From an optimization exercise on the open Yosys and OpenROAD flow, aimed at small area, a short achievable clock period and few clock cycles; shortcuts taken in it are not production practice. Where RTL was checked, it was by simulation tests only, not by an equivalence proof against the original. No functional check of the RTL was part of run 2. Power and IR drop assume default switching activity.

[flow/config.mk]
export PLATFORM = sky130hd
export DESIGN_NAME = pix_encoder
export DESIGN_NICKNAME = pix_encoder
export VERILOG_FILES = /design/flow/design.v
export SDC_FILE = /design/flow/constraint.sdc
export NUM_CORES = 4
export LEC_CHECK = 0
export CAP_MARGIN = 20
export CORE_MARGIN = 2
export CORE_UTILIZATION = 60
export CTS_CLUSTER_DIAMETER = 60
export CTS_CLUSTER_SIZE = 25
export SLEW_MARGIN = 20
[flow/flow/run.sh]
#!/bin/bash
# The standard layout (the standard.sh: ORFS synthesis, floorplan, place,
# CTS, route, finish) with two changes to how ORFS builds it; the clock period
# and the constraints are unchanged:
#  - every input and output port still gets a buffer, but a plain buf_2
#    instead of the delay buffer (clkdlybuf4s50) buffer_ports picks by default;
#  - the timing repair steps over-fix setup by SETUP_SLACK_MARGIN ns, so they
#    keep shortening paths whose slack at the 15 ns clock is already positive.
# Everything the tools print goes to standard.log; ORFS keeps its per-step
# logs under orfs/logs.
set -euo pipefail
export SETUP_SLACK_MARGIN=10.8
export BUFFER_PORTS_ARGS="-buffer_cell sky130_fd_sc_hd__buf_2"
bash standard.sh > standard.log 2>&1
[flow/constraint.sdc]
create_clock -name core_clock -period 15.0 [get_ports {clk}]
set_input_delay 3.0000 -clock core_clock [delete_from_list [all_inputs] [get_ports {clk}]]
set_output_delay 3.0000 -clock core_clock [all_outputs]
set_load 0.01 [all_outputs]
[flow/design.v]
module pix_encoder #(
    parameter W = 8,
    parameter H = 8
) (
    input  wire        clk,
    input  wire        rst,
    input  wire        start,
    input  wire        mode,
    input  wire [7:0]  npix,
    input  wire [87:0] hdr,
    output wire        busy,
    input  wire        pix_valid,
    input  wire [23:0] pix_data,
    output wire        pix_ready,
    output wire        out_valid,
    output wire [7:0]  out_data,
    output wire        out_last,
    input  wire        out_ready,
    output wire        done,
    output wire        err,
    output wire [7:0]  errcode,
    output wire [8:0]  plen,
    output wire [3:0]  bpp,
    output wire [15:0] olen,
    output wire [15:0] sum
);
    localparam NMAX = W * H;                              
    localparam IW   = (NMAX > 1) ? $clog2(NMAX) : 1;      
    localparam CW   = $clog2(NMAX + 1);                   
    localparam [3:0] P_START = 4'd0, P_SIZE0 = 4'd1, P_SIZE1 = 4'd2,
                     P_HDR   = 4'd3, P_CNT   = 4'd4, P_PAL   = 4'd5,
                     P_STRM  = 4'd6, P_CHK0  = 4'd7, P_CHK1  = 4'd8,
                     P_END   = 4'd9, P_FIN   = 4'd10;
    reg          busy_r, done_r, first_r, prdy_r;
    reg          mode_r;
    reg [7:0]    npix_r;
    reg [87:0]   hdr_r;
    reg          err_r, e_bad, e_empty;
    reg [8:0]    olen_r;
    assign busy      = busy_r;
    assign done      = done_r;
    assign pix_ready = prdy_r;
    assign err       = err_r;
    assign errcode   = {1'b0, e_bad, e_empty, e_empty, 2'b00, err_r, 1'b0};
    assign olen      = {7'd0, olen_r};
    wire acc     = start & ~busy_r;
    wire npix_ok = (npix_r != 8'd0) && (npix_r <= NMAX);
    wire err_now = first_r & ~npix_ok;
    reg [23:0]   pix_r;
    reg          pv;              
    reg [CW-1:0] pcnt;            
    reg          all_taken;
    wire take = pix_valid & prdy_r;
    wire last_pix = ({1'b0, pcnt} + 8'd1 == npix_r);
    reg [23:0]   pal [0:NMAX-1];
    reg [NMAX-1:0] v;             
    reg [CW-1:0] ncol;
    reg [2:0]    b_r;             
    reg [7:0]    p3;              
    reg [9:0]    nb7;             
    reg [7:0]    sz;              
    reg [7:0]    sz1;             
    reg [CW-1:0] plen_r;
    reg [2:0]    bpp_r;
    reg [15:0]   sum_r;
    assign plen = {{(9-CW){1'b0}}, plen_r};
    assign bpp  = {1'b0, bpp_r};
    assign sum  = sum_r;
    wire [NMAX-1:0] v_lo = {v[NMAX-2:0], 1'b1};
    wire [NMAX-1:0] wp   = v_lo & ~v;                     
    reg [NMAX-1:0] match;
    reg [IW-1:0]   hidx;
    integer i;
    always @(*) begin
        hidx = {IW{1'b0}};
        for (i = 0; i < NMAX; i = i + 1) begin
            match[i] = v[i] & (pal[i] == pix_r);
            hidx = hidx | ({IW{match[i]}} & i[IW-1:0]);
        end
    end
    wire hit  = |match;
    wire newc = pv & ~hit;
    wire       bstep   = (ncol == 2) || (ncol == 4) || (ncol == 8) ||
                         (ncol == 16) || (ncol == 32);
    wire       bstep1  = (ncol == 1) || (ncol == 3) || (ncol == 7) ||
                         (ncol == 15) || (ncol == 31);
    wire [9:0] nb7_n   = nb7 + (bstep ? {3'd0, npix_r[6:0]} : 10'd0);
    wire [9:0] nb7_nn  = nb7 + ((bstep | bstep1) ? {3'd0, npix_r[6:0]} : 10'd0);
    wire [7:0] p3_n    = p3 + 8'd3;
    wire [10:0] nb7_0  = {3'b000, npix_r} + 11'd7;
    wire [7:0] sz_nn   = p3 + 8'd6 + {1'b0, nb7_nn[9:3]};
    reg [IW-1:0] ist [0:NMAX-1];
    reg [CW-1:0] cnt2;            
    wire          fill     = all_taken & ~pv & ~cnt2[CW-1];
    wire          push_idx = pv | fill;
    wire [IW-1:0] idx_in   = pv ? (hit ? hidx : ncol[IW-1:0]) : {IW{1'b0}};
    wire          rs_recv  = push_idx & (cnt2[2:0] == 3'd0) & (cnt2 != 0);
    wire          aligned  = cnt2[CW-1];
    reg [3:0]    sect;
    reg [3:0]    k;               
    reg [1:0]    comp;            
    reg [CW-1:0] rp;              
    reg [23:0]   pal_q;           
    reg [2:0]    r;               
    reg [5:0]    sc;              
    reg [15:0]   csum;
    reg [7:0]    pb;
    reg          pb_cnt;
    reg [7:0] hd, td;
    reg       hl, tl, hv, tv;
    assign out_valid = hv;
    assign out_data  = hd;
    assign out_last  = hl;
    wire pop = hv & out_ready;
    reg [23:0] palrd;
    always @(*) begin
        palrd = 24'd0;
        for (i = 0; i < NMAX; i = i + 1)
            palrd = palrd | ({24{rp[IW-1:0] == i[IW-1:0]}} & pal[i]);
    end
    wire [7:0] palbyte = (comp == 2'd0) ? pal_q[23:16] :
                         (comp == 2'd1) ? pal_q[15:8]  : pal_q[7:0];
    wire [8*IW-1:0] row0;
    genvar gj;
    generate
        for (gj = 0; gj < 8; gj = gj + 1) begin : g_row0
            assign row0[gj*IW +: IW] = ist[gj];
        end
    endgenerate
    wire [7:0] cand [0:IW*IW-1];
    genvar gb, gr, gk;
    generate
        for (gb = 1; gb <= IW; gb = gb + 1) begin : g_sb
            for (gr = 0; gr < IW; gr = gr + 1) begin : g_sr
                for (gk = 0; gk < 8; gk = gk + 1) begin : g_sk
                    if (gr < gb)
                        assign cand[(gb-1)*IW+gr][gk] =
                            row0[((8*gr+gk) / gb) * IW + ((8*gr+gk) % gb)];
                    else
                        assign cand[(gb-1)*IW+gr][gk] = 1'b0;
                end
            end
        end
    endgenerate
    reg [7:0] sbyte;
    integer bb, rr;
    always @(*) begin
        sbyte = 8'd0;
        for (bb = 1; bb <= IW; bb = bb + 1)
            for (rr = 0; rr < bb; rr = rr + 1)
                if (b_r == bb[2:0] && r == rr[2:0])
                    sbyte = sbyte | cand[(bb-1)*IW+rr];
    end
    wire [15:0] csum_full = csum + (pb_cnt ? {8'd0, pb} : 16'd0);
    wire [5:0]  slen      = nb7[8:3];
    reg       ready;
    reg [7:0] pdata;
    always @(*) begin
        ready = 1'b1;
        pdata = 8'h00;
        case (sect)
            P_START: begin ready = npix_ok; pdata = 8'h01; end
            P_SIZE0: begin ready = all_taken; pdata = sz; end
            P_SIZE1: pdata = 8'h00;
            P_HDR:   pdata = hdr_r[8*k +: 8];
            P_CNT:   begin ready = all_taken; pdata = {{(8-CW){1'b0}}, ncol}; end
            P_PAL:   pdata = palbyte;
            P_STRM:  begin ready = aligned; pdata = sbyte; end
            P_CHK0:  pdata = csum_full[7:0];
            P_CHK1:  pdata = csum_full[15:8];
            P_END:   pdata = 8'h02;
            default: ready = 1'b0;
        endcase
    end
    wire [7:0] first_alt = (sect == P_SIZE0) ? sz1 : {{(8-CW){1'b0}}, ncol + 1'b1};
    wire [7:0] pdat      = (newc & ((sect == P_SIZE0) | (sect == P_CNT))) ? first_alt : pdata;
    wire strm_end = (sc == slen - 6'd1);
    wire plast    = (sect == P_END) | ((sect == P_STRM) & ~mode_r & strm_end);
    wire push     = busy_r & ~first_r & ~tv & ready &
                    ~((sect == P_START) & ~mode_r);
    wire fetch    = push & ((sect == P_CNT) | ((sect == P_PAL) & (comp == 2'd2)));
    wire rs_emit  = push & (sect == P_STRM) & (r == b_r - 3'd1);
    wire rs       = rs_recv | rs_emit;
    always @(posedge clk) begin
        if (!busy_r) begin
            mode_r <= mode;
            npix_r <= npix;
            hdr_r  <= hdr;
        end
        pix_r <= pix_data;
    end
    always @(posedge clk) begin
        if (rst) begin
            busy_r  <= 1'b0;
            done_r  <= 1'b0;
            first_r <= 1'b0;
            prdy_r  <= 1'b0;
        end else begin
            first_r <= acc;
            if (acc) begin
                busy_r <= 1'b1;
                done_r <= 1'b0;
                prdy_r <= 1'b1;
            end else begin
                if (take & last_pix) prdy_r <= 1'b0;
                if (err_now) begin
                    busy_r <= 1'b0;
                    done_r <= 1'b1;
                    prdy_r <= 1'b0;
                end
                if (pop & hl) begin
                    busy_r <= 1'b0;
                    done_r <= 1'b1;
                end
            end
        end
    end
    always @(posedge clk) begin
        if (first_r) begin
            e_bad   <= (npix_r > NMAX);
            e_empty <= (npix_r == 8'd0);
            err_r   <= ~npix_ok;
        end
        if (err_now)
            olen_r <= 9'd0;
        else if (busy_r)
            olen_r <= mode_r ? ({1'b0, sz} + 9'd4) : ({1'b0, sz} - 9'd13);
    end
    always @(posedge clk) begin
        if (!busy_r) begin
            pv        <= 1'b0;
            pcnt      <= {CW{1'b0}};
            all_taken <= 1'b0;
        end else begin
            pv <= take;
            if (take) begin
                pcnt <= pcnt + 1'b1;
                if (last_pix) all_taken <= 1'b1;
            end
        end
    end
    genvar ge;
    generate
        for (ge = 0; ge < NMAX; ge = ge + 1) begin : g_pal
            always @(posedge clk) begin
                if (pv & wp[ge])
                    pal[ge] <= pix_r;
                if (first_r)
                    v[ge] <= 1'b0;
                else if (newc & wp[ge])
                    v[ge] <= 1'b1;
            end
        end
    endgenerate
    always @(posedge clk) begin
        if (first_r) begin
            ncol <= {CW{1'b0}};
            b_r  <= 3'd1;
            p3   <= 8'd14;
            nb7  <= nb7_0[9:0];
            sz1  <= 8'd17 + nb7_0[10:3];             
        end else if (newc) begin
            ncol <= ncol + 1'b1;
            if (bstep) b_r <= b_r + 1'b1;
            p3   <= p3_n;
            nb7  <= nb7_n;
            sz   <= sz1;
            sz1  <= sz_nn;
        end
    end
    generate
        for (ge = 0; ge < NMAX; ge = ge + 1) begin : g_ist
            if (ge >= NMAX - 8) begin : g_in
                always @(posedge clk)
                    if (push_idx)
                        ist[ge] <= (ge == NMAX - 1) ? idx_in : ist[ge + 1];
            end else begin : g_row
                always @(posedge clk)
                    if (rs)
                        ist[ge] <= ist[ge + 8];
            end
        end
    endgenerate
    always @(posedge clk) begin
        if (!busy_r)
            cnt2 <= {CW{1'b0}};
        else if (push_idx)
            cnt2 <= cnt2 + 1'b1;
    end
    always @(posedge clk) begin
        if (!busy_r) begin
            sect   <= P_START;
            pb_cnt <= 1'b0;
        end else begin
            pb_cnt <= push & (sect >= P_SIZE0) & (sect <= P_STRM);
            if (push) pb <= pdat;
            if ((sect == P_START) & ~mode_r & ~first_r)
                sect <= P_CNT;
            if (push) begin
                case (sect)
                    P_START: sect <= P_SIZE0;
                    P_SIZE0: sect <= P_SIZE1;
                    P_SIZE1: begin sect <= P_HDR; k <= 4'd0; end
                    P_HDR: begin
                        k <= k + 1'b1;
                        if (k == 4'd10) sect <= P_CNT;
                    end
                    P_CNT: begin
                        sect <= P_PAL;
                        comp <= 2'd0;
                    end
                    P_PAL: begin
                        if (comp == 2'd2) begin
                            comp <= 2'd0;
                            if (rp == ncol) begin
                                sect <= P_STRM;
                                r    <= 3'd0;
                                sc   <= 6'd0;
                            end
                        end else begin
                            comp <= comp + 1'b1;
                        end
                    end
                    P_STRM: begin
                        r  <= (r == b_r - 3'd1) ? 3'd0 : r + 1'b1;
                        sc <= sc + 1'b1;
                        if (strm_end) sect <= mode_r ? P_CHK0 : P_FIN;
                    end
                    P_CHK0: sect <= P_CHK1;
                    P_CHK1: sect <= P_END;
                    P_END:  sect <= P_FIN;
                    default: sect <= P_FIN;
                endcase
            end
        end
        if (!busy_r)
            rp <= {CW{1'b0}};
        else if (fetch)
            rp <= rp + 1'b1;
        if (fetch)     
            pal_q <= (pv & ~v[0]) ? pix_r : palrd;
        if (push & plast) begin
            plen_r <= ncol;
            bpp_r  <= b_r;
            sum_r  <= csum_full;
        end
        if (first_r)
            csum <= 16'd0;
        else
            csum <= csum_full;
    end
    always @(posedge clk) begin
        if (rst || !busy_r) begin
            hv <= 1'b0;
            tv <= 1'b0;
        end else if (pop | ~hv) begin
            if (tv) begin
                hd <= td; hl <= tl; hv <= 1'b1;
                tv <= push; td <= pdat; tl <= plast;
            end else begin
                hd <= pdat; hl <= plast; hv <= push;
            end
        end else if (push) begin
            td <= pdat; tl <= plast; tv <= 1'b1;
        end
    end
endmodule
[flow/standard.sh]
#!/bin/bash
# synth_recipe.tcl (not shown) runs the flow's synth.tcl, then flattens the netlist and writes it again
# the make line also repeats each setting of config.mk as NAME=value (left out here)
make -C /OpenROAD-flow-scripts/flow DESIGN_CONFIG=/design/flow/config.mk WORK_HOME=/design/flow/orfs CLKGATE_MAP_FILE= SYNTH_SCRIPT=/design/flow/synth_recipe.tcl "${@:-finish}"
==> results of run 1 <==
-- per-stage QoR --
stage          worst slack, ns  instance area [um^2]
2_1_floorplan             4.53                104000
3_3_place_gp              8.70                108000
3_5_place_dp              8.62                108000
4_1_cts                  10.36                117000
-- worst min path at each step --
stage / end / slack (ns)
2_1_floorplan: ist[0][0]$_DFFE_PP_ / 0.40
3_3_place_gp: ist[11][4]$_DFFE_PP_ / 0.40
3_5_place_dp: ist[13][3]$_DFFE_PP_ / 0.40
4_1_cts: ist[34][0]$_DFFE_PP_ / 0.41
-- timing repair --
action	CTS
cloned	17
resized for setup	361
setup buffers	95
pin swaps	46
setup endpoints to repair	473
-- cells by family after synthesis --
kind of cell               after synthesis  synth area share (%)
DFF                                   2302                  65.2
xor gates and xnor gates              1644                  13.9
and+or+nand+nor                       1507                  7.83
AOI/OAI and AO/OA                     1174                  8.56
buffers and inverters                  468                  2.80
adders and majority gates               72                 0.893
muxes                                   57                 0.761
other                                    1               0.00363
-- synthesized netlist by cell type (19+ instances only) --
cell type	count
buf_4	85
a221oi_1	186
nand3_1	140
nor3b_1	54
nand2b_1	23
nor2_1	298
and3_1	19
nand4_1	373
a22o_1	162
buf_1	24
nand2_1	200
a222oi_1	34
dfxtp_1	165
mux2i_1	31
clkbuf_1	192
a22oi_1	440
buf_8	21
o21ai_0	72
inv_1	55
a21oi_1	167
nor3_1	100
buf_6	70
xnor2_1	1079
and2_1	29
ha_1	69
edfxtp_1	2137
nor2b_1	34
nor4_1	179
xor2_1	565
-- layer usage --
layer	overflow	global-route usage (%)
met5	0	41.9
met3	1	60.1
met1	0	73.9
met4	3	67.0
met2	5	85.5
-- power groups by stage --
stage / registers, mW / logic (mW) / clock network (mW)
3_5_place_dp: 7.26 / 0.693 / 0
4_1_cts: 7.09 / 0.880 / 4.74
3_3_place_gp: 7.26 / 0.681 / 0
2_1_floorplan: 7.24 / 0.453 / 0
==> flow_summary_export.csv, run 1 <==
group,metric,value,unit
run_status,status,"stopped before the end",
run_status,haltStage,"global routing (5_1_grt)",
run_status,error,"[ERROR GRT-0116] Global routing finished with congestion. Check the congestion regions in the DRC Viewer.",
global_routing,grt_pass1_wl,830000,um
synthesis,synth_cell_types,85,
place,gp_congestion,1.38,
floorplan,rows,152,
clocking,numCtsBuffers,158,
synthesis,synth_area_leader_cell,"edfxtp_1",
synthesis,yosys_warnings,3,
clocking,clockBufferDepth,3,
synthesis,ys_top_cells_by_area,"edfxtp_1 (62%), xnor2_1 (9.1%), xor2_1 (4.8%)",
global_routing,grt_max_degree,79,
place,dp_hpwl,407000,um
global_routing,grtUsageTotal,72.3,%
clocking,clock-sinks,2302,
synthesis,avgSynthCellArea,14.3,um^2
synthesis,netlist_area,103000,um^2
synthesis,synth_edf_count,2137,
synthesis,synth.top_cell.area_share,62.0,%
place,port_buffers,178,
clocking,h-tree-depth,4,
floorplan,initial_core_util,60.4,%
floorplan,die_h,419,um
synthesis,synth-seq-area-share,65.2,%
synthesis,yosys_most_used_dff,"edfxtp_1",
global_routing,grt_pass1_vias,83200,
floorplan,die_w,419,um
synthesis,synth_cells,7225,
floorplan,ioPinCount,193,
synthesis,ys_async_sr_fraction,0,%
clocking,clockRootBuffer,"clkbuf_16",
place,dp.cells,9609,
clocking,hold_buffers,0,
global_routing,overflow,9,
synthesis,ys_ff_latch,2302,
Testbench counts, summed over its fixed seeds: cycles 57,957.
==> run 2: changes to the inputs <==
--- a/flow/design.v
+++ b/flow/design.v
@@ -61,11 +61,7 @@
     reg [7:0]    sz;              
-    reg [7:0]    sz1;             
-    reg [CW-1:0] plen_r;
-    reg [2:0]    bpp_r;
-    reg [15:0]   sum_r;
-    assign plen = {{(9-CW){1'b0}}, plen_r};
-    assign bpp  = {1'b0, bpp_r};
-    assign sum  = sum_r;
+    assign plen = {{(9-CW){1'b0}}, ncol};
+    assign bpp  = {1'b0, b_r};
     wire [NMAX-1:0] v_lo = {v[NMAX-2:0], 1'b1};
     wire [NMAX-1:0] wp   = v_lo & ~v;                     
+    wire [NMAX-1:0] rd   = v & ~{v[NMAX-2:0], 1'b0};      
     reg [NMAX-1:0] match;
@@ -84,9 +80,5 @@
                          (ncol == 16) || (ncol == 32);
-    wire       bstep1  = (ncol == 1) || (ncol == 3) || (ncol == 7) ||
-                         (ncol == 15) || (ncol == 31);
     wire [9:0] nb7_n   = nb7 + (bstep ? {3'd0, npix_r[6:0]} : 10'd0);
-    wire [9:0] nb7_nn  = nb7 + ((bstep | bstep1) ? {3'd0, npix_r[6:0]} : 10'd0);
     wire [7:0] p3_n    = p3 + 8'd3;
-    wire [10:0] nb7_0  = {3'b000, npix_r} + 11'd7;
-    wire [7:0] sz_nn   = p3 + 8'd6 + {1'b0, nb7_nn[9:3]};
+    wire [7:0] sz_n    = p3_n + {1'b0, nb7_n[9:3]};
     reg [IW-1:0] ist [0:NMAX-1];
@@ -101,4 +93,3 @@
     reg [1:0]    comp;            
-    reg [CW-1:0] rp;              
-    reg [23:0]   pal_q;           
+    reg [IW-1:0] ent;             
     reg [2:0]    r;               
@@ -118,6 +109,6 @@
         for (i = 0; i < NMAX; i = i + 1)
-            palrd = palrd | ({24{rp[IW-1:0] == i[IW-1:0]}} & pal[i]);
+            palrd = palrd | ({24{rd[i]}} & pal[i]);
     end
-    wire [7:0] palbyte = (comp == 2'd0) ? pal_q[23:16] :
-                         (comp == 2'd1) ? pal_q[15:8]  : pal_q[7:0];
+    wire [7:0] palbyte = (comp == 2'd0) ? palrd[23:16] :
+                         (comp == 2'd1) ? palrd[15:8]  : palrd[7:0];
     wire [8*IW-1:0] row0;
@@ -174,3 +165,3 @@
     end
-    wire [7:0] first_alt = (sect == P_SIZE0) ? sz1 : {{(8-CW){1'b0}}, ncol + 1'b1};
+    wire [7:0] first_alt = (sect == P_SIZE0) ? sz_n : {{(8-CW){1'b0}}, ncol + 1'b1};
     wire [7:0] pdat      = (newc & ((sect == P_SIZE0) | (sect == P_CNT))) ? first_alt : pdata;
@@ -180,3 +171,3 @@
                     ~((sect == P_START) & ~mode_r);
-    wire fetch    = push & ((sect == P_CNT) | ((sect == P_PAL) & (comp == 2'd2)));
+    wire ent_adv  = push & (sect == P_PAL) & (comp == 2'd2);
     wire rs_emit  = push & (sect == P_STRM) & (r == b_r - 3'd1);
@@ -251,2 +242,4 @@
                     v[ge] <= 1'b1;
+                else if (ent_adv & rd[ge])
+                    v[ge] <= 1'b0;
             end
@@ -259,4 +252,3 @@
             p3   <= 8'd14;
-            nb7  <= nb7_0[9:0];
-            sz1  <= 8'd17 + nb7_0[10:3];             
+            nb7  <= {2'b00, npix_r} + 10'd7;
         end else if (newc) begin
@@ -266,4 +258,3 @@
             nb7  <= nb7_n;
-            sz   <= sz1;
-            sz1  <= sz_nn;
+            sz   <= sz_n;
         end
@@ -310,2 +301,3 @@
                         comp <= 2'd0;
+                        ent  <= {IW{1'b0}};
                     end
@@ -314,3 +306,4 @@
                             comp <= 2'd0;
-                            if (rp == ncol) begin
+                            ent  <= ent + 1'b1;
+                            if ({1'b0, ent} == ncol - 1'b1) begin
                                 sect <= P_STRM;
@@ -335,13 +328,2 @@
         end
-        if (!busy_r)
-            rp <= {CW{1'b0}};
-        else if (fetch)
-            rp <= rp + 1'b1;
-        if (fetch)     
-            pal_q <= (pv & ~v[0]) ? pix_r : palrd;
-        if (push & plast) begin
-            plen_r <= ncol;
-            bpp_r  <= b_r;
-            sum_r  <= csum_full;
-        end
         if (first_r)
@@ -366,2 +348,3 @@
     end
+    assign sum = csum;
 endmodule
==> flow/flow/run.sh (replaced) <==
#!/bin/bash
# The standard layout (the standard.sh: ORFS synthesis, floorplan, place,
# CTS, route, finish), with ORFS's timing repair asked to over-fix setup by
# SETUP_SLACK_MARGIN ns. The clock period and the constraints are unchanged;
# the margin only makes the repair steps keep working on paths whose slack at
# the 15 ns clock is already positive.
set -euo pipefail
export SETUP_SLACK_MARGIN=10
bash standard.sh > standard.log 2>&1
--- a/flow/config.mk
+++ b/flow/config.mk
@@ -9,5 +9,3 @@
 export CORE_MARGIN = 2
-export CORE_UTILIZATION = 60
-export CTS_CLUSTER_DIAMETER = 60
-export CTS_CLUSTER_SIZE = 25
+export CORE_UTILIZATION = 40
 export SLEW_MARGIN = 20
==> flow_summary_export.csv, run 2 <==
group,metric,value,unit
pwr,total_power,14.5,mW
synthesis,synth_area_leader_cell,"edfxtp_1",
place,placed_cell_area,110000,um^2
detailed_routing,via_per_inst,7.52,
clocking,cts_tree,"done",
run,maxCapViolCount,0,
global_routing,grt_antenna_before_repair,145,
sta,relSlewSlack,3.21,%
synthesis,ys_async_sr_fraction,0,%
global_routing,overflow,0,
detailed_routing,drtIter0Drc,18500,
global_routing,grt_pass1_vias,75200,
sta,fin_setup_tns,0,ns
floorplan,die-area,259000,um^2
detailed_routing,vias,86500,
pwr,netSwitchingFraction,24.7,%
final_layout,final_nets,7993,
synthesis,ys_top_cells_by_area,"edfxtp_1 (61%), xnor2_1 (8.5%), xor2_1 (5.6%)",
pwr,combPwrFrac,6.9,%
sta,timing.final.crit_share,37.4,%
sta,holdWs,0.397,ns
clocking,worstSkewPairLatency,0.99,ns
place,port_buffers,178,
floorplan,initial_core_util,40.2,%
synthesis,synthMostInstantiatedCell,"edfxtp_1",
pwr,intPower,10.9,mW
floorplan,ioPinCount,193,
critical_path,crit_path_max_fanout,12,
synthesis,netlist_area,102000,um^2
synthesis,ys_ff_latch,2243,
critical_path,required,15.71,ns
sta,setup_violations,0,
synthesis,yosys_most_used_dff,"edfxtp_1",
place,dp_hpwl,528000,um
critical_path,crit_type,"flop to flop",
clocking,clock-sinks,2243,
floorplan,die_w,509,um
final_layout,fin_util,47.8,%
min_path,min_path_type,"flop to flop",
final_layout,drive_above_1_share,16.3,%
sta,slew_viol_final,0,
detailed_routing,drc,0,
final_layout,top_register,"pal",
pwr,worst_ir_drop_vdd,138,uV
critical_path,start_kind,"flop",
final_layout,top_regs,"pal: 1536 flops, ist: 384 flops, hdr_r: 88 flops",
pwr,p_switching,3.59,mW
floorplan,rows,185,
detailed_routing,wl_per_cell,63.2,um
pwr,powerDensity,120,nW/um^2
final_layout,largest_reg_flops,1536,
sta,rsz0062_at_grt,"yes",
global_routing,grt_max_degree,91,
sta,max_freq,178,MHz
synthesis,synth_cells,7281,
place,gp_congestion,1.22,
synthesis,synth_edf_count,2085,
global_routing,grt_pass1_wl,889000,um
sta,fin_crit,5.61,ns
synthesis,avgSynthCellArea,14.0,um^2
final_layout,design_area,121000,um^2
detailed_routing,drtPass1Iterations,8,
synthesis,yosys_warnings,3,
critical_path,worstSetupEndpointType,"flop",
synthesis,synth_common_cells,"edfxtp_1 (2,085), xnor2_1 (991), xor2_1 (652)",
pwr,leakagePower,39.5,nW
run_status,status,"finished clean",
detailed_routing,ant_nets,0,
final_layout,final_cell_mix,"edfxtp_1 (2,085), xnor2_1 (976), xor2_1 (640), a22oi_1 (544), buf_4 (411)",
sta,hold_viol_final,0,
synthesis,synth-seq-area-share,64.4,%
floorplan,core_area,254000,um^2
final_layout,final_common_cell,"edfxtp_1",
clocking,numCtsBuffers,274,
detailed_routing,wl,727000,um
critical_path,critPathArrivalTime,6.31,ns
global_routing,grtUsageTotal,54.8,%
clocking,clockRootBuffer,"clkbuf_16",
clocking,hold_buffers,0,
clocking,h-tree-depth,5,
synthesis,synth_cell_types,90,
synthesis,synth.top_cell.area_share,61.3,%
pwr,seqPwrFrac,47.7,%
clocking,clockBufferDepth,4,
final_layout,area_growth,18.9,%
sta,fin_worst_skew,0.0748,ns
pwr,pwr-share-clk,45.3,%
sta,worst_slew_pin_slew,1.45,ns
clocking,clk_pin_slew,0.07,ns
floorplan,die_h,509,um
-- run 2: critical path: stages (launching register included) --
cell and delay [ns]:
dfxtp_1 0.31, buf_4 0.39, nor2b_2 0.11, buf_4 0.24
buf_4 0.35, a22o_1 0.44, a221oi_1 0.99, nand3_1 0.61
nor4_1 0.37, o21ai_0 0.13, buf_4 0.22, a221oi_1 0.76
a211o_1 0.21, a31oi_1 0.09
-- run 2: routing by layer --
layer / part of all wire, % / track usage (%) / vias to the layer above / routed length, um
li1: - / - / 29100 / -
met1: 32 / 58.3 / 43800 / 229000
met2: 39 / 74.1 / 10400 / 283000
met3: 16 / 31.3 / 3135 / 118000
met4: 13 / 54.5 / 42 / 95200
met5: 0.081 / 1.97 / - / 585
-- run 2: timing repair --
action | in CTS | in global routing
pin swaps | 34 | 23
setup buffers | 69 | 14
endpoints found under the setup margin | 323 | 190
gates cloned | 8 | 0
gates resized for setup | 181 | 71
-- run 2: worst paths after layout --
path / from / end / slack [ns] / cells after the start
setup reg to reg: v[7]$_SDFFE_PP0P_ / hd[1]$_DFFE_PP_ / 9.39 / 13
setup / recovery: v[7]$_SDFFE_PP0P_ / hd[1]$_DFFE_PP_ / 9.39 / 13
hold reg to reg: ist[52][4]$_DFFE_PP_ / ist[44][4]$_DFFE_PP_ / 0.40 / 0
hold / removal: ist[52][4]$_DFFE_PP_ / ist[44][4]$_DFFE_PP_ / 0.40 / 0
-- run 2: through the flow --
stage	worst slack [ns]	std cells
floorplan	4.37	7294
global placement	7.46	10800
detailed placement	8.33	10800
CTS	9.95	11300
global route	9.88	11400
finish	9.39	11500
-- run 2: kinds of logic after synthesis --
family | synth area share [%]
compound gates | 8.48
xor+xnor | 14.1
fa+ha+maj | 0.708
buf+inv | 2.86
flops | 64.4
mux | 0.685
other cells | 0.00367
simple gates | 8.76
-- run 2: final cells by class --
class / instances / area, um^2
Fill cell: 22000 / 133000
Sequential cell: 2243 / 65900
Multi-Input combinational cell: 4523 / 35200
Clock buffer: 334 / 7250
Timing Repair Buffer: 709 / 6980
Tap cell: 3366 / 4210
Clock inverter: 140 / 1240
Antenna cell: 126 / 315
Inverter: 60 / 230
-- run 2: power by group through the flow --
stage / combinational [mW] / clock (mW) / sequential [mW]
6_report: 1.01 / 6.59 / 6.94
5_1_grt: 0.998 / 6.76 / 6.94
4_1_cts: 0.933 / 6.52 / 6.94
3_5_place_dp: 0.830 / 0 / 7.09
3_3_place_gp: 0.830 / 0 / 7.09
2_1_floorplan: 0.450 / 0 / 7.07
==> run 3: changes to the inputs <==
--- a/flow/design.v
+++ b/flow/design.v
@@ -34,2 +34,3 @@
     reg          busy_r, done_r, first_r, prdy_r;
+    reg          busy_o;          
     reg          mode_r;
@@ -39,3 +40,3 @@
     reg [8:0]    olen_r;
-    assign busy      = busy_r;
+    assign busy      = busy_o;
     assign done      = done_r;
@@ -50,2 +51,4 @@
     reg          pv;              
+    reg [23:0]   pix_r2;
+    reg          pv2;             
     reg [CW-1:0] pcnt;            
@@ -60,30 +63,42 @@
     reg [9:0]    nb7;             
-    reg [7:0]    sz;              
-    assign plen = {{(9-CW){1'b0}}, ncol};
-    assign bpp  = {1'b0, b_r};
+    reg [5:0]    L1r;             
+    reg [CW-1:0] plen_r;
+    reg [2:0]    bpp_r;
+    reg [15:0]   sum_r;
+    assign plen = {{(9-CW){1'b0}}, plen_r};
+    assign bpp  = {1'b0, bpp_r};
+    assign sum  = sum_r;
     wire [NMAX-1:0] v_lo = {v[NMAX-2:0], 1'b1};
     wire [NMAX-1:0] wp   = v_lo & ~v;                     
-    wire [NMAX-1:0] rd   = v & ~{v[NMAX-2:0], 1'b0};      
     reg [NMAX-1:0] match;
-    reg [IW-1:0]   hidx;
+    reg [NMAX-1:0] m_r;           
+    reg            byp_r;         
     integer i;
     always @(*) begin
-        hidx = {IW{1'b0}};
-        for (i = 0; i < NMAX; i = i + 1) begin
+        for (i = 0; i < NMAX; i = i + 1)
             match[i] = v[i] & (pal[i] == pix_r);
-            hidx = hidx | ({IW{match[i]}} & i[IW-1:0]);
-        end
     end
-    wire hit  = |match;
-    wire newc = pv & ~hit;
+    wire same = (pix_r == pix_r2);
+    reg [IW-1:0] hidx;
+    always @(*) begin
+        hidx = byp_r ? ncol[IW-1:0] - 1'b1 : {IW{1'b0}};
+        for (i = 0; i < NMAX; i = i + 1)
+            hidx = hidx | ({IW{m_r[i]}} & i[IW-1:0]);
+    end
+    wire hit  = (|m_r) | byp_r;
+    wire newc = pv2 & ~hit;
     wire       bstep   = (ncol == 2) || (ncol == 4) || (ncol == 8) ||
                          (ncol == 16) || (ncol == 32);
+    wire       bstep1  = (ncol == 1) || (ncol == 3) || (ncol == 7) ||
+                         (ncol == 15) || (ncol == 31);
     wire [9:0] nb7_n   = nb7 + (bstep ? {3'd0, npix_r[6:0]} : 10'd0);
-    wire [7:0] p3_n    = p3 + 8'd3;
-    wire [7:0] sz_n    = p3_n + {1'b0, nb7_n[9:3]};
+    wire [9:0] nb7_nn  = nb7 + ((bstep | bstep1) ? {3'd0, npix_r[6:0]} : 10'd0);
+    wire [10:0] nb7_0  = {3'b000, npix_r} + 11'd7;
+    wire [7:0] sz      = p3 + {1'b0, nb7[9:3]};       
+    wire [7:0] sz1     = p3 + 8'd3 + {2'b00, L1r};    
     reg [IW-1:0] ist [0:NMAX-1];
     reg [CW-1:0] cnt2;            
-    wire          fill     = all_taken & ~pv & ~cnt2[CW-1];
-    wire          push_idx = pv | fill;
-    wire [IW-1:0] idx_in   = pv ? (hit ? hidx : ncol[IW-1:0]) : {IW{1'b0}};
+    wire          fill     = all_taken & ~pv & ~pv2 & ~cnt2[CW-1];
+    wire          push_idx = pv2 | fill;
+    wire [IW-1:0] idx_in   = pv2 ? (hit ? hidx : ncol[IW-1:0]) : {IW{1'b0}};
     wire          rs_recv  = push_idx & (cnt2[2:0] == 3'd0) & (cnt2 != 0);
@@ -93,3 +108,4 @@
     reg [1:0]    comp;            
-    reg [IW-1:0] ent;             
+    reg [CW-1:0] rp;              
+    reg [23:0]   pal_q;           
     reg [2:0]    r;               
@@ -109,6 +125,6 @@
         for (i = 0; i < NMAX; i = i + 1)
-            palrd = palrd | ({24{rd[i]}} & pal[i]);
+            palrd = palrd | ({24{rp[IW-1:0] == i[IW-1:0]}} & pal[i]);
     end
-    wire [7:0] palbyte = (comp == 2'd0) ? palrd[23:16] :
-                         (comp == 2'd1) ? palrd[15:8]  : palrd[7:0];
+    wire [7:0] palbyte = (comp == 2'd0) ? pal_q[23:16] :
+                         (comp == 2'd1) ? pal_q[15:8]  : pal_q[7:0];
     wire [8*IW-1:0] row0;
@@ -153,6 +169,6 @@
             P_START: begin ready = npix_ok; pdata = 8'h01; end
-            P_SIZE0: begin ready = all_taken; pdata = sz; end
+            P_SIZE0: begin ready = all_taken & ~pv; pdata = sz; end
             P_SIZE1: pdata = 8'h00;
             P_HDR:   pdata = hdr_r[8*k +: 8];
-            P_CNT:   begin ready = all_taken; pdata = {{(8-CW){1'b0}}, ncol}; end
+            P_CNT:   begin ready = all_taken & ~pv; pdata = {{(8-CW){1'b0}}, ncol}; end
             P_PAL:   pdata = palbyte;
@@ -165,3 +181,3 @@
     end
-    wire [7:0] first_alt = (sect == P_SIZE0) ? sz_n : {{(8-CW){1'b0}}, ncol + 1'b1};
+    wire [7:0] first_alt = (sect == P_SIZE0) ? sz1 : {{(8-CW){1'b0}}, ncol + 1'b1};
     wire [7:0] pdat      = (newc & ((sect == P_SIZE0) | (sect == P_CNT))) ? first_alt : pdata;
@@ -171,3 +187,3 @@
                     ~((sect == P_START) & ~mode_r);
-    wire ent_adv  = push & (sect == P_PAL) & (comp == 2'd2);
+    wire fetch    = push & ((sect == P_CNT) | ((sect == P_PAL) & (comp == 2'd2)));
     wire rs_emit  = push & (sect == P_STRM) & (r == b_r - 3'd1);
@@ -180,3 +196,14 @@
         end
-        pix_r <= pix_data;
+        pix_r  <= pix_data;
+        pix_r2 <= pix_r;
+        m_r    <= match;
+        byp_r  <= pv & pv2 & same & newc;
+    end
+    always @(posedge clk) begin
+        if (rst)
+            busy_o <= 1'b0;
+        else if (acc)
+            busy_o <= 1'b1;
+        else if (err_now | (pop & hl))
+            busy_o <= 1'b0;
     end
@@ -209,3 +236,7 @@
     always @(posedge clk) begin
-        if (first_r) begin
+        if (rst) begin
+            e_bad   <= 1'b0;
+            e_empty <= 1'b0;
+            err_r   <= 1'b0;
+        end else if (first_r) begin
             e_bad   <= (npix_r > NMAX);
@@ -222,2 +253,3 @@
             pv        <= 1'b0;
+            pv2       <= 1'b0;
             pcnt      <= {CW{1'b0}};
@@ -225,3 +257,4 @@
         end else begin
-            pv <= take;
+            pv  <= take;
+            pv2 <= pv;
             if (take) begin
@@ -236,4 +269,4 @@
             always @(posedge clk) begin
-                if (pv & wp[ge])
-                    pal[ge] <= pix_r;
+                if (pv2 & wp[ge])
+                    pal[ge] <= pix_r2;
                 if (first_r)
@@ -242,4 +275,2 @@
                     v[ge] <= 1'b1;
-                else if (ent_adv & rd[ge])
-                    v[ge] <= 1'b0;
             end
@@ -252,3 +283,4 @@
             p3   <= 8'd14;
-            nb7  <= {2'b00, npix_r} + 10'd7;
+            nb7  <= nb7_0[9:0];
+            L1r  <= nb7_0[8:3];                      
         end else if (newc) begin
@@ -256,5 +288,5 @@
             if (bstep) b_r <= b_r + 1'b1;
-            p3   <= p3_n;
+            p3   <= p3 + 8'd3;
             nb7  <= nb7_n;
-            sz   <= sz_n;
+            L1r  <= nb7_nn[8:3];
         end
@@ -301,3 +333,2 @@
                         comp <= 2'd0;
-                        ent  <= {IW{1'b0}};
                     end
@@ -306,4 +337,3 @@
                             comp <= 2'd0;
-                            ent  <= ent + 1'b1;
-                            if ({1'b0, ent} == ncol - 1'b1) begin
+                            if (rp == ncol) begin
                                 sect <= P_STRM;
@@ -328,2 +358,17 @@
         end
+        if (!busy_r)
+            rp <= {CW{1'b0}};
+        else if (fetch)
+            rp <= rp + 1'b1;
+        if (fetch)     
+            pal_q <= (pv2 & ~v[0]) ? pix_r2 : palrd;
+        if (rst) begin
+            plen_r <= {CW{1'b0}};
+            bpp_r  <= 3'd0;
+            sum_r  <= 16'd0;
+        end else if (push & plast) begin
+            plen_r <= ncol;
+            bpp_r  <= b_r;
+            sum_r  <= csum_full;
+        end
         if (first_r)
@@ -337,2 +382,4 @@
             tv <= 1'b0;
+            hd <= 8'h00;
+            hl <= 1'b0;
         end else if (pop | ~hv) begin
@@ -348,3 +395,2 @@
     end
-    assign sum = csum;
 endmodule
==> flow/flow/run.sh (replaced) <==
#!/bin/bash
# The standard layout (the standard.sh: ORFS synthesis, floorplan, place,
# CTS, route, finish) with two changes to how ORFS builds it; the clock period
# and the constraints are unchanged:
#  - every input and output port still gets a buffer, but a plain buf_2
#    instead of the delay buffer (clkdlybuf4s50) buffer_ports picks by default;
#  - the timing repair steps over-fix setup by SETUP_SLACK_MARGIN ns, so they
#    keep shortening paths whose slack at the 15 ns clock is already positive.
# Everything the tools print goes to standard.log; ORFS keeps its per-step
# logs under orfs/logs.
set -euo pipefail
export SETUP_SLACK_MARGIN=11
export BUFFER_PORTS_ARGS="-buffer_cell sky130_fd_sc_hd__buf_2"
bash standard.sh > standard.log 2>&1
--- a/flow/config.mk
+++ b/flow/config.mk
@@ -10,2 +10,4 @@
 export CORE_UTILIZATION = 40
+export CTS_CLUSTER_DIAMETER = 70
+export CTS_CLUSTER_SIZE = 30
 export SLEW_MARGIN = 20
==> flow_summary_export.csv, run 3 <==
group,metric,value,unit
synthesis,yosys_warnings,3,
detailed_routing,drc,0,
place,gp_congestion,1.26,
synthesis,synth-seq-area-share,65.1,%
critical_path,crit_path_max_fanout,20,
global_routing,overflow,0,
critical_path,critPathArrivalTime,5.24,ns
detailed_routing,drtIter0Drc,21900,
sta,relSlewSlack,5.40,%
critical_path,worst-path-buf-inv,2,
clocking,numCtsBuffers,161,
clocking,clockBufferDepth,3,
sta,fin_crit,4.62,ns
sta,worst_slew_pin_slew,1.42,ns
run,maxCapViolCount,0,
pwr,worst_ir_drop_vdd,122,uV
clocking,clk_pin_slew,0.11,ns
floorplan,rows,188,
critical_path,slowest_delay,0.72,ns
critical_path,ff2ff_setup_slack,10.38,ns
sta,slew_viol_final,0,
final_layout,area_growth,15.2,%
detailed_routing,via_per_inst,7.58,
final_layout,top_register,"pal",
critical_path,path_depth,11,
synthesis,synth.top_cell.area_share,59.5,%
synthesis,ys_async_sr_fraction,0,%
global_routing,grt_pass1_vias,77400,
critical_path,start_kind,"flop",
critical_path,ff2ff_path_depth,11,
pwr,pwr-share-clk,38.4,%
clocking,clockRootBuffer,"clkbuf_16",
synthesis,synth_common_cells,"edfxtp_1 (2,089), xor2_1 (1,032), a22oi_1 (748)",
synthesis,synth_cell_types,82,
critical_path,slowest_stage,"nand4b_1",
final_layout,final_cell_mix,"edfxtp_1 (2,089), xor2_1 (1,026), a22oi_1 (689), xnor2_1 (637), nand2_1 (417)",
pwr,netSwitchingFraction,27.3,%
final_layout,drive_above_1_share,16.5,%
global_routing,grtUsageTotal,54.8,%
final_layout,final_common_cell,"edfxtp_1",
synthesis,synth_edf_count,2089,
floorplan,core_area,262000,um^2
critical_path,endpoint,"pal_q[19]$_DFFE_PP_",
critical_path,reg2reg_from,"rp[0]$_SDFFE_PN0P_",
detailed_routing,wl,746000,um
pwr,seqPwrFrac,55.0,%
final_layout,top_regs,"pal: 1536 flops, ist: 384 flops, hdr_r: 88 flops",
synthesis,synth_area_leader_cell,"edfxtp_1",
floorplan,die_w,517,um
pwr,p_switching,3.68,mW
synthesis,netlist_area,105000,um^2
clocking,worstSkewPairLatency,0.94,ns
critical_path,crit_chain,"inv_2 > ha_2 > nand3b_1 > nor2_2 > buf_4 > a22oi_1 > nand3_1 > a221oi_1 > nand4b_1 > nor4_4 > nor2_1",
final_layout,fillers,23100,
global_routing,grt_antenna_before_repair,152,
synthesis,ys_top_cells_by_area,"edfxtp_1 (59%), xor2_1 (8.6%), dfxtp_1 (5.6%)",
detailed_routing,wl_per_cell,62.2,um
min_path,min_path_type,"flop to flop",
sta,rsz0062_at_grt,"yes",
synthesis,synth_cells,7834,
clocking,clock-sinks,2383,
clocking,hold_buffers,0,
sta,fin_worst_skew,0.0634,ns
floorplan,die-area,268000,um^2
critical_path,startpoint,"rp[0]$_SDFFE_PN0P_",
sta,hold_viol_final,0,
run_status,status,"finished clean",
synthesis,avgSynthCellArea,13.5,um^2
floorplan,ioPinCount,193,
critical_path,worstSetupEndpointType,"flop",
final_layout,stdcell_count,12000,
final_layout,final_nets,8384,
floorplan,initial_core_util,40.2,%
pwr,powerDensity,111,nW/um^2
critical_path,regToRegEndpoint,"pal_q[19]$_DFFE_PP_",
place,dp_hpwl,538000,um
critical_path,critical-path-top-delay-family,"simple AND/OR/NAND/NOR gates",
pwr,combPwrFrac,6.6,%
detailed_routing,ant_nets,0,
final_layout,largest_reg_flops,1536,
synthesis,ys_ff_latch,2383,
place,dp.cells,11400,
clocking,cts_tree,"done",
sta,fin_setup_tns,0,ns
detailed_routing,vias,90900,
detailed_routing,drtPass1Iterations,12,
critical_path,crit_type,"flop to flop",
clocking,h-tree-depth,4,
pwr,intPower,9.78,mW
floorplan,die_h,517,um
synthesis,synthMostInstantiatedCell,"edfxtp_1",
pwr,leakagePower,40.0,nW
sta,timing.final.crit_share,30.8,%
place,port_buffers,178,
synthesis,yosys_most_used_dff,"edfxtp_1",
sta,setup_violations,0,
global_routing,grt_max_degree,111,
sta,max_freq,216,MHz
critical_path,required,15.62,ns
global_routing,grt_pass1_wl,919000,um
==> run 3: cell types whose count changed in the layout (fill, tap and decap cells not counted), sizes merged, moves of 92 or more <==
cell,before,now
xor2,652,1032
xnor2,991,640
nor2,152,396
a22oi,565,748
nand2,245,423
clkdlybuf4s50,162,0
nand4,395,239
clkbuf,337,187
dfxtp,158,294
nor4,218,319
buf,520,615
and3b,98,6
==> run 3: area by class of cell <==
cell class,instances,area (um^2),area share [%]
clock buffers,178,4230,3.48
inverters,57,220,0.181
repair buffers,624,5060,4.17
diodes,155,388,0.319
multi-input cells,4958,36500,30.0
clock inverters,126,1740,1.43
well taps,3515,4400,3.62
flip-flops and latches,2383,68900,56.8
==> run 3: cell families (layout without fill, tap and decap cells) <==
kind of cell | count (synthesis) | in the layout | share of synthesized area [%]
and+or+nand+nor | 1942 | 1942 | 9.37
adders and majority gates | 73 | 73 | 0.895
other | 1 | 169 | 0.00356
buffers and inverters | 506 | 985 | 1.89
AOI/OAI and AO/OA | 1194 | 1194 | 8.09
xor gates and xnor gates | 1672 | 1672 | 13.9
muxes | 63 | 63 | 0.793
DFF | 2383 | 2383 | 65.1
==> run 3: power groups by stage <==
| stage | Clock [mW] | Combinational (mW) | Sequential [mW] |
|---|---|---|---|
| 6_report | 5.17 | 0.891 | 7.40 |
| 5_1_grt | 5.36 | 0.870 | 7.39 |
| 4_1_cts | 5.14 | 0.812 | 7.38 |
| 3_5_place_dp | 0 | 0.785 | 7.53 |
| 3_3_place_gp | 0 | 0.785 | 7.53 |
| 2_1_floorplan | 0 | 0.399 | 7.45 |
==> run 3: worst min path at each step <==
stage / start / to / slack, ns / depth (start not counted)
2_1_floorplan: pix_r[18]$_DFF_P_ / pix_r2[18]$_DFF_P_ / 0.33 / 0
3_3_place_gp: ist[33][4]$_DFFE_PP_ / ist[25][4]$_DFFE_PP_ / 0.40 / 0
3_5_place_dp: ist[18][4]$_DFFE_PP_ / ist[10][4]$_DFFE_PP_ / 0.40 / 0
4_1_cts: ist[55][1]$_DFFE_PP_ / ist[47][1]$_DFFE_PP_ / 0.41 / 0
5_1_grt: ist[55][1]$_DFFE_PP_ / ist[47][1]$_DFFE_PP_ / 0.41 / 0
6_report: ist[55][1]$_DFFE_PP_ / ist[47][1]$_DFFE_PP_ / 0.41 / 0
==> run 3: metrics by stage <==
| stage | utilization, % | cell area [um^2] | worst slack, ns | hold slack, ns | power, mW |
|---|---|---|---|---|---|
| floorplan | - | 106000 | 10.67 | 0.329 | 7.85 |
| global placement | 42.9 | 113000 | 9.93 | 0.400 | 8.32 |
| detailed placement | 43.0 | 113000 | 10.11 | 0.405 | 8.32 |
| CTS | 45.6 | 120000 | 10.56 | 0.414 | 13.3 |
| global route | 46.2 | 121000 | 10.55 | 0.410 | 13.6 |
| finish | 46.3 | 121000 | 10.38 | 0.408 | 13.5 |
==> run 3: metal layers <==
layer | vias to the layer above | global-route usage, % | wire length [um]
li1 | 30300 | - | -
met1 | 45100 | 55.8 | 227000
met2 | 11500 | 73.3 | 286000
met3 | 3897 | 35.9 | 130000
met4 | 54 | 54.3 | 101000
met5 | - | 6.74 | 1960
==> run 3: repair_timing <==
action	CTS	global route
resized for setup	234	78
gates cloned	1	0
setup endpoints to repair	313	232
pin swaps	12	22
setup buffers	14	31
Testbench counts of run 3, summed over its fixed seeds: cycles 58,341.
==> run 4: changes to the inputs <==
--- a/flow/config.mk
+++ b/flow/config.mk
@@ -7,3 +7,3 @@
 export LEC_CHECK = 0
-export CAP_MARGIN = 20
+export CAP_MARGIN = 50
 export CORE_MARGIN = 2
@@ -12,2 +12,2 @@
 export CTS_CLUSTER_SIZE = 30
-export SLEW_MARGIN = 20
+export SLEW_MARGIN = 50
==> flow_summary_export.csv, run 4 <==
group,metric,value,unit
min_path,min_path_type,"flop to flop",
final_layout,multi_input_area,36900,um^2
synthesis,synth_compound_area_share,8.09,%
critical_path,crit_path_max_fanout,2,
synthesis,yosys_warnings,3,
sta,max_freq,226,MHz
sta,hold_viol_final,0,
final_layout,largest_reg_flops,1536,
critical_path,crit_chain,"buf_6",
clocking,clockBufferDepth,3,
critical_path,critical-path-top-delay-family,"flip-flops",
synthesis,synth-seq-area-share,65.1,%
global_routing,grt_pass1_wl,920000,um
floorplan,ioPinCount,193,
place,dp_hpwl,546000,um
clocking,clock-sinks,2383,
place,gp_congestion,1.26,
critical_path,worstSetupEndpointType,"output port",
final_layout,seq_area,68900,um^2
global_routing,overflow,0,
final_layout,final_cell_mix,"edfxtp_1 (2,089), xor2_1 (1,015), a22oi_1 (679), xnor2_1 (634), nand2_1 (409)",
detailed_routing,ant_nets,0,
floorplan,die_w,517,um
final_layout,final_common_cell,"edfxtp_1",
final_layout,final_nets,8525,
detailed_routing,drtIter0Drc,21800,
sta,fin_setup_tns,0,ns
critical_path,slowest_delay,0.40,ns
sta,fin_worst_skew,0.0741,ns
global_routing,grtUsageTotal,54.8,%
final_layout,fillers,23000,
detailed_routing,drc,0,
run_status,status,"finished clean",
sta,fin_crit,4.43,ns
place,pre_cts_ws,10.27,ns
detailed_routing,drtPass1Iterations,10,
synthesis,synth_xor_area_share,13.9,%
synthesis,synth_top_family_by_area,"XOR/XNOR gates",
sta,holdWs,0.418,ns
synthesis,synth.top_cell.area_share,59.5,%
synthesis,ys_ff_latch,2383,
sta,relSlewSlack,22.6,%
sta,rsz0062_at_grt,"yes",
clocking,cts_tree,"done",
critical_path,required,12.00,ns
synthesis,synthSimpleGateAreaFrac,9.37,%
synthesis,synth_common_cells,"edfxtp_1 (2,089), xor2_1 (1,032), a22oi_1 (748)",
detailed_routing,vias,92200,
pwr,leakagePower,40.8,nW
critical_path,worst-path-buf-inv,1,
sta,fin_ws,10.57,ns
global_routing,grt_max_degree,85,
floorplan,rows,188,
global_routing,grt_antenna_before_repair,150,
sta,timing.final.crit_share,29.5,%
sta,slew_viol_final,0,
critical_path,start_kind,"flop",
critical_path,critPathArrivalTime,1.43,ns
synthesis,netlist_area,105000,um^2
pwr,worst_ir_drop_vdd,127,uV
floorplan,core_area,262000,um^2
floorplan,die-area,268000,um^2
detailed_routing,wl,750000,um
synthesis,avgSynthCellArea,13.5,um^2
critical_path,crit_type,"flop to output port",
pwr,powerDensity,110,nW/um^2
sta,setup_violations,0,
place,port_buffers,178,
clocking,worstSkewPairLatency,0.95,ns
synthesis,synthMostInstantiatedCell,"edfxtp_1",
clocking,clk_pin_slew,0.11,ns
synthesis,synth_area_leader_cell,"edfxtp_1",
synthesis,ys_top_cells_by_area,"edfxtp_1 (59%), xor2_1 (8.6%), dfxtp_1 (5.6%)",
synthesis,synth_mux_area_share,0.793,%
detailed_routing,via_per_inst,7.59,
floorplan,die_h,517,um
final_layout,drive_above_1_share,18.7,%
critical_path,slowest_stage,"dfxtp_4",
synthesis,ys_async_sr_fraction,0,%
final_layout,top_register,"pal",
final_layout,top_regs,"pal: 1536 flops, ist: 384 flops, hdr_r: 88 flops",
synthesis,synthAdderAreaFrac,0.895,%
clocking,clockRootBuffer,"clkbuf_16",
run,maxCapViolCount,0,
clocking,numCtsBuffers,160,
synthesis,synth_edf_count,2089,
synthesis,synth_cells,7834,
final_layout,area_growth,17.0,%
global_routing,grt_pass1_vias,78700,
sta,worst_slew_pin_slew,1.16,ns
detailed_routing,wl_per_cell,61.8,um
floorplan,initial_core_util,40.2,%
synthesis,yosys_most_used_dff,"edfxtp_1",
synthesis,synth_cell_types,82,
clocking,h-tree-depth,4,
[run 4: cell counts after synthesis]
No cell type changed its count.
[run 4: cell families (layout without fill, tap and decap cells)]
logic type,after synthesis,in the layout
AOI/OAI and AO/OA,1194,1195
xor gates and xnor gates,1672,1672
adders and majority gates,73,73
buffers and inverters,506,1124
DFF,2383,2383
muxes,63,63
other,1,176
and+or+nand+nor,1942,1942
[run 4: layout make-up]
type	count	area share, %
Sequential cell	2383	55.9
Tap cell	3515	3.57
Timing Repair Buffer	765	5.32
Antenna cell	162	0.329
Clock inverter	125	1.42
Clock buffer	177	3.38
Inverter	57	0.175
Multi-Input combinational cell	4959	29.9
[run 4: final timing paths]
check	endpoint	slack, ns	from	depth (start not counted)
min	ist[10][4]$_DFFE_PP_	0.42	ist[18][4]$_DFFE_PP_	0
min reg2reg	ist[10][4]$_DFFE_PP_	0.42	ist[18][4]$_DFFE_PP_	0
max	bpp[0]	10.57	bpp_r[0]$_SDFFE_PP0P_	1
max reg2reg	pal_q[9]$_DFFE_PP_	10.65	v[0]$_SDFFE_PP0P_	9
[run 4: timing repair]
item                                    4_1_cts  5_1_grt
hold buffers                                  0        0
resized for setup                           199       37
pin swaps                                    15       19
setup buffers                                19       18
cloned                                        4        0
endpoints found under the setup margin      280      125
[run 4: power breakdown]
group          switching (mW)  internal, mW
Clock                    2.86          2.34
Combinational           0.689         0.272
Sequential              0.135          7.23
Total                    3.69          9.84
[run 4: per-stage QoR]
step | std cells | cell area [um^2] | utilization, % | power [mW]
3_5_place_dp | 11600 | 115000 | 43.8 | 8.35
4_1_cts | 11900 | 122000 | 46.4 | 13.4
3_3_place_gp | 11400 | 113000 | 42.9 | 8.32
6_report | 12100 | 123000 | 47.0 | 13.5
5_1_grt | 12000 | 123000 | 46.9 | 13.7
2_1_floorplan | 7847 | 106000 | - | 7.85
[run 4: routing by layer]
| metal | global-route usage [%] | vias up | share of wire [%] |
|---|---|---|---|
| met3 | 35.9 | 4005 | 17 |
| met5 | 4.29 | - | 0.19 |
| met4 | 54.8 | 52 | 14 |
| met1 | 55.3 | 45600 | 30 |
| li1 | - | 30700 | - |
| met2 | 73.7 | 11900 | 38 |

port drivers added, routing unchanged:
The flow's constraints put no driver on any port. The routed layouts listed below were extracted and timed again, unchanged, in two steps. Step 1: set_driving_cell puts a clkbuf_16 on clk and a buf_2 on each other input, an assumption about the parent block. Step 2 moves the port delays by t, midway between the first and last clock arrival at a register: inputs arrive t later, outputs are due t later. That takes back most of the time a late clock gives input paths. Three values: ideal ports, drivers, drivers and shift; two values: the first two.
run | t, ns | setup WS [ns] | clock arrival spread, ns
run 2 | 1.071 | 9.394 / 9.394 / 9.394 | 0.076 / 0.077
run 3 | 1.014 | 10.379 / 10.379 / 10.180 | 0.070 / 0.070
run 4 | 1.024 | 10.568 / 10.452 / 10.139 | 0.085 / 0.085
After both steps every run listed still meets setup and hold. For run 4, which loses most, drivers alone change the setup slack by -0.116 ns; drivers and shift together by -0.429 ns.
